This design comes from an exercise in tuning for small area on the open sky130 flow, not from production work.
Function was checked by simulation only, so behaviour that the tests miss may differ from the original.

Setup of onyx:
// canbox_bridge
module canbox_bridge #(
    parameter [15:0] VOLT_X100 = 16'h04B0
) (
    input  wire        clk,
    input  wire        rst,           
    input  wire        rx_valid,
    output wire        rx_ready,
    input  wire [7:0]  rx_data,
    input  wire        can_valid,
    output wire        can_ready,
    input  wire [28:0] can_id,
    input  wire [3:0]  can_len,
    input  wire [63:0] can_data,
    input  wire        tick_valid,
    output wire        tick_ready,
    output wire        tx_valid,
    input  wire        tx_ready,
    output wire [7:0]  tx_data,
    input  wire        strict_chk,
    output reg         err_frame_too_large,
    output reg         err_checksum,
    output reg         err_can_short
);
clock: 30.0 ns
lec_check: 0
cap_margin: 20
core_margin: 2
core_utilization: 40
slew_margin: 20
run.sh (not shown) runs the stock make flow with config.mk's settings and CLKGATE_MAP_FILE= SYNTH_SCRIPT=/design/flow/synth_recipe.tcl, a recipe that flattens the netlist after the stock synthesis.
Here is what was changed in the inputs of indigo compared with onyx.
-- flow/design.v --
<<< onyx, line 189
    reg [2:0]   fs;
    reg [5:0]   idx;
    reg [255:0] buf_q;               
    reg         fr_door, fl_door, rl_door, rr_door, tailgate, bonnet;
    reg [15:0]  rpm;
>>> indigo, line 189
    reg [2:0]   fs;
    reg [5:0]   idx;
    reg [7:0]   lenb;                
    reg [7:0]   sum;                 
    reg         is_ee;               
    reg         id_c6;               
    reg [7:0]   bd0, bd1;            
    reg         fr_door, fl_door, rl_door, rr_door, tailgate, bonnet;
    reg [15:0]  rpm;
<<< onyx, line 234
    wire acc_tick = tick_valid & g_tick;
    wire [7:0] b = rx_data;
    reg [255:0] buf_n;
    always @* begin
        buf_n = buf_q;
        buf_n[idx[4:0]*8 +: 8] = b;
    end
    reg [7:0] frame_sum;
    integer k;
    always @* begin
        frame_sum = 8'd0;
        for (k = 1; k < 32; k = k + 1)
            frame_sum = frame_sum + buf_q[8*k +: 8];
    end
    wire       completing = acc_rx && (fs == S_CRC);
    wire       chk_ok     = ((~frame_sum) == b);
    wire       dispatch   = completing && (!strict_chk || chk_ok);
    wire       inject     = dispatch && (buf_n[15:8] == CMD_INJ);
    wire [28:0] dec_id   = acc_can ? can_id   : {21'd0, buf_n[39:32]};
    wire [3:0]  dec_len  = acc_can ? can_len  : 4'd8;
    wire [63:0] dec_data = acc_can ? can_data : buf_n[119:56];
    wire        dec_go   = acc_can | inject;
    wire        we_doors, we_rpm, we_odo, we_speed, we_fuel, we_temp, we_wheel, we_bonnet;
>>> indigo, line 238
    wire acc_tick = tick_valid & g_tick;
    wire [7:0] b = rx_data;
    wire       at4 = (idx == 6'd4);
    wire       at7 = (idx == 6'd7);
    wire       at8 = (idx == 6'd8);
    wire [7:0] frame_sum = sum;
    wire       completing = acc_rx && (fs == S_CRC);
    wire       chk_ok     = ((~frame_sum) == b);
    wire       dispatch   = completing && (!strict_chk || chk_ok);
    wire       inject     = dispatch && is_ee;
    wire        n_c6     = at4 ? (b == 8'hC6) : id_c6;
    wire [7:0]  n_d0     = at7 ? b : bd0;
    wire [7:0]  n_d1     = at8 ? b : bd1;
    wire [28:0] dec_id   = acc_can ? can_id   : (n_c6 ? 29'h0C6 : 29'h0);
    wire [3:0]  dec_len  = acc_can ? can_len  : 4'd8;
    wire [63:0] dec_data = acc_can ? can_data : {48'd0, n_d1, n_d0};
    wire        dec_go   = acc_can | inject;
    wire        we_doors, we_rpm, we_odo, we_speed, we_fuel, we_temp, we_wheel, we_bonnet;
<<< onyx, line 288
            fs          <= S_WAIT;
            idx         <= 6'd0;
            buf_q       <= 256'd0;
            fr_door     <= 1'b0;
            fl_door     <= 1'b0;
>>> indigo, line 287
            fs          <= S_WAIT;
            idx         <= 6'd0;
            lenb <= 8'd0; sum <= 8'd0; is_ee <= 1'b0; id_c6 <= 1'b0; bd0 <= 8'd0; bd1 <= 8'd0;
            fr_door     <= 1'b0;
            fl_door     <= 1'b0;
<<< onyx, line 322
                    S_WAIT: begin
                        if (b == START) begin
                            buf_q       <= {248'd0, START};
                            idx         <= 6'd1;
                            fs          <= S_CMD;
>>> indigo, line 321
                    S_WAIT: begin
                        if (b == START) begin
                            id_c6 <= 1'b0; bd0 <= 8'd0; bd1 <= 8'd0;
                            idx         <= 6'd1;
                            fs          <= S_CMD;
<<< onyx, line 328
                    end
                    S_CMD: begin
                        buf_q[15:8] <= b;
                        idx         <= 6'd2;
                        fs          <= S_LEN;
                    end
                    S_LEN: begin
                        buf_q[23:16] <= b;
                        if (b > MAX_LEN) begin
                            err_frame_too_large <= 1'b1;
>>> indigo, line 327
                    end
                    S_CMD: begin
                        sum <= b; is_ee <= (b == CMD_INJ);
                        idx         <= 6'd2;
                        fs          <= S_LEN;
                    end
                    S_LEN: begin
                        lenb <= b; sum <= sum + b;
                        if (b > MAX_LEN) begin
                            err_frame_too_large <= 1'b1;
<<< onyx, line 344
                    end
                    S_DATA: begin
                        buf_q <= buf_n;
                        idx   <= idx + 6'd1;
                        if ({2'b00, idx} + 8'd1 - 8'd3 >= buf_q[23:16])
                            fs <= S_CRC;
                    end
                    S_CRC: begin
                        buf_q <= buf_n;
                        idx   <= 6'd0;
                        fs    <= S_WAIT;
>>> indigo, line 343
                    end
                    S_DATA: begin
                        sum <= sum + b; id_c6 <= n_c6; bd0 <= n_d0; bd1 <= n_d1;
                        idx   <= idx + 6'd1;
                        if ({2'b00, idx} + 8'd1 - 8'd3 >= lenb)
                            fs <= S_CRC;
                    end
                    S_CRC: begin
                        id_c6 <= n_c6; bd0 <= n_d0; bd1 <= n_d1;
                        idx   <= 6'd0;
                        fs    <= S_WAIT;
## What came out
Re first-pass GRT wire length: indigo and onyx aren't equal, and the lower value belongs to indigo. Via count down about 27% in indigo wrt onyx. The post-detailed-placement half-perimeter wirelength in indigo sits about 34% below the value recorded for onyx. In the tables for indigo and onyx, number of rows created at floorplan reads lower with indigo. Total routed wirelength: indigo < onyx.

[separate check: timing with driven ports]
No port has a modelled driver above. Below, the same layouts with a new extraction and two added sets of constraints. Step 1 (the two cells are an assumption about what drives the block):
set clk [get_ports {clk}]
set_driving_cell -lib_cell sky130_fd_sc_hd__clkbuf_16 $clk
set_driving_cell -lib_cell sky130_fd_sc_hd__buf_2 [delete_from_list [all_inputs] $clk]
Step 2 also shifts input and output timing later by t, the mid clock arrival at the registers, as if the neighbouring blocks saw the same clock. a / b / c = ideal ports / drivers / drivers and shift; a / b = the first two.
run | shift t [ns] | slack for setup (ns) | slew at the worst register clock pin (ns) | worst data-port slew with drivers (ns) | pins driven straight from the clock port
onyx | 0.656 | 6.485 / 6.520 / 5.864 | 0.07 / 0.07 | 0.07 | 1
indigo | 0.492 | 8.406 / 8.437 / 7.944 | 0.07 / 0.07 | 0.09 | 1
After both steps setup and hold are still met in every run listed. The setup slack of onyx, which loses most, moves by +0.035 ns with the drivers and by -0.621 ns with both steps.
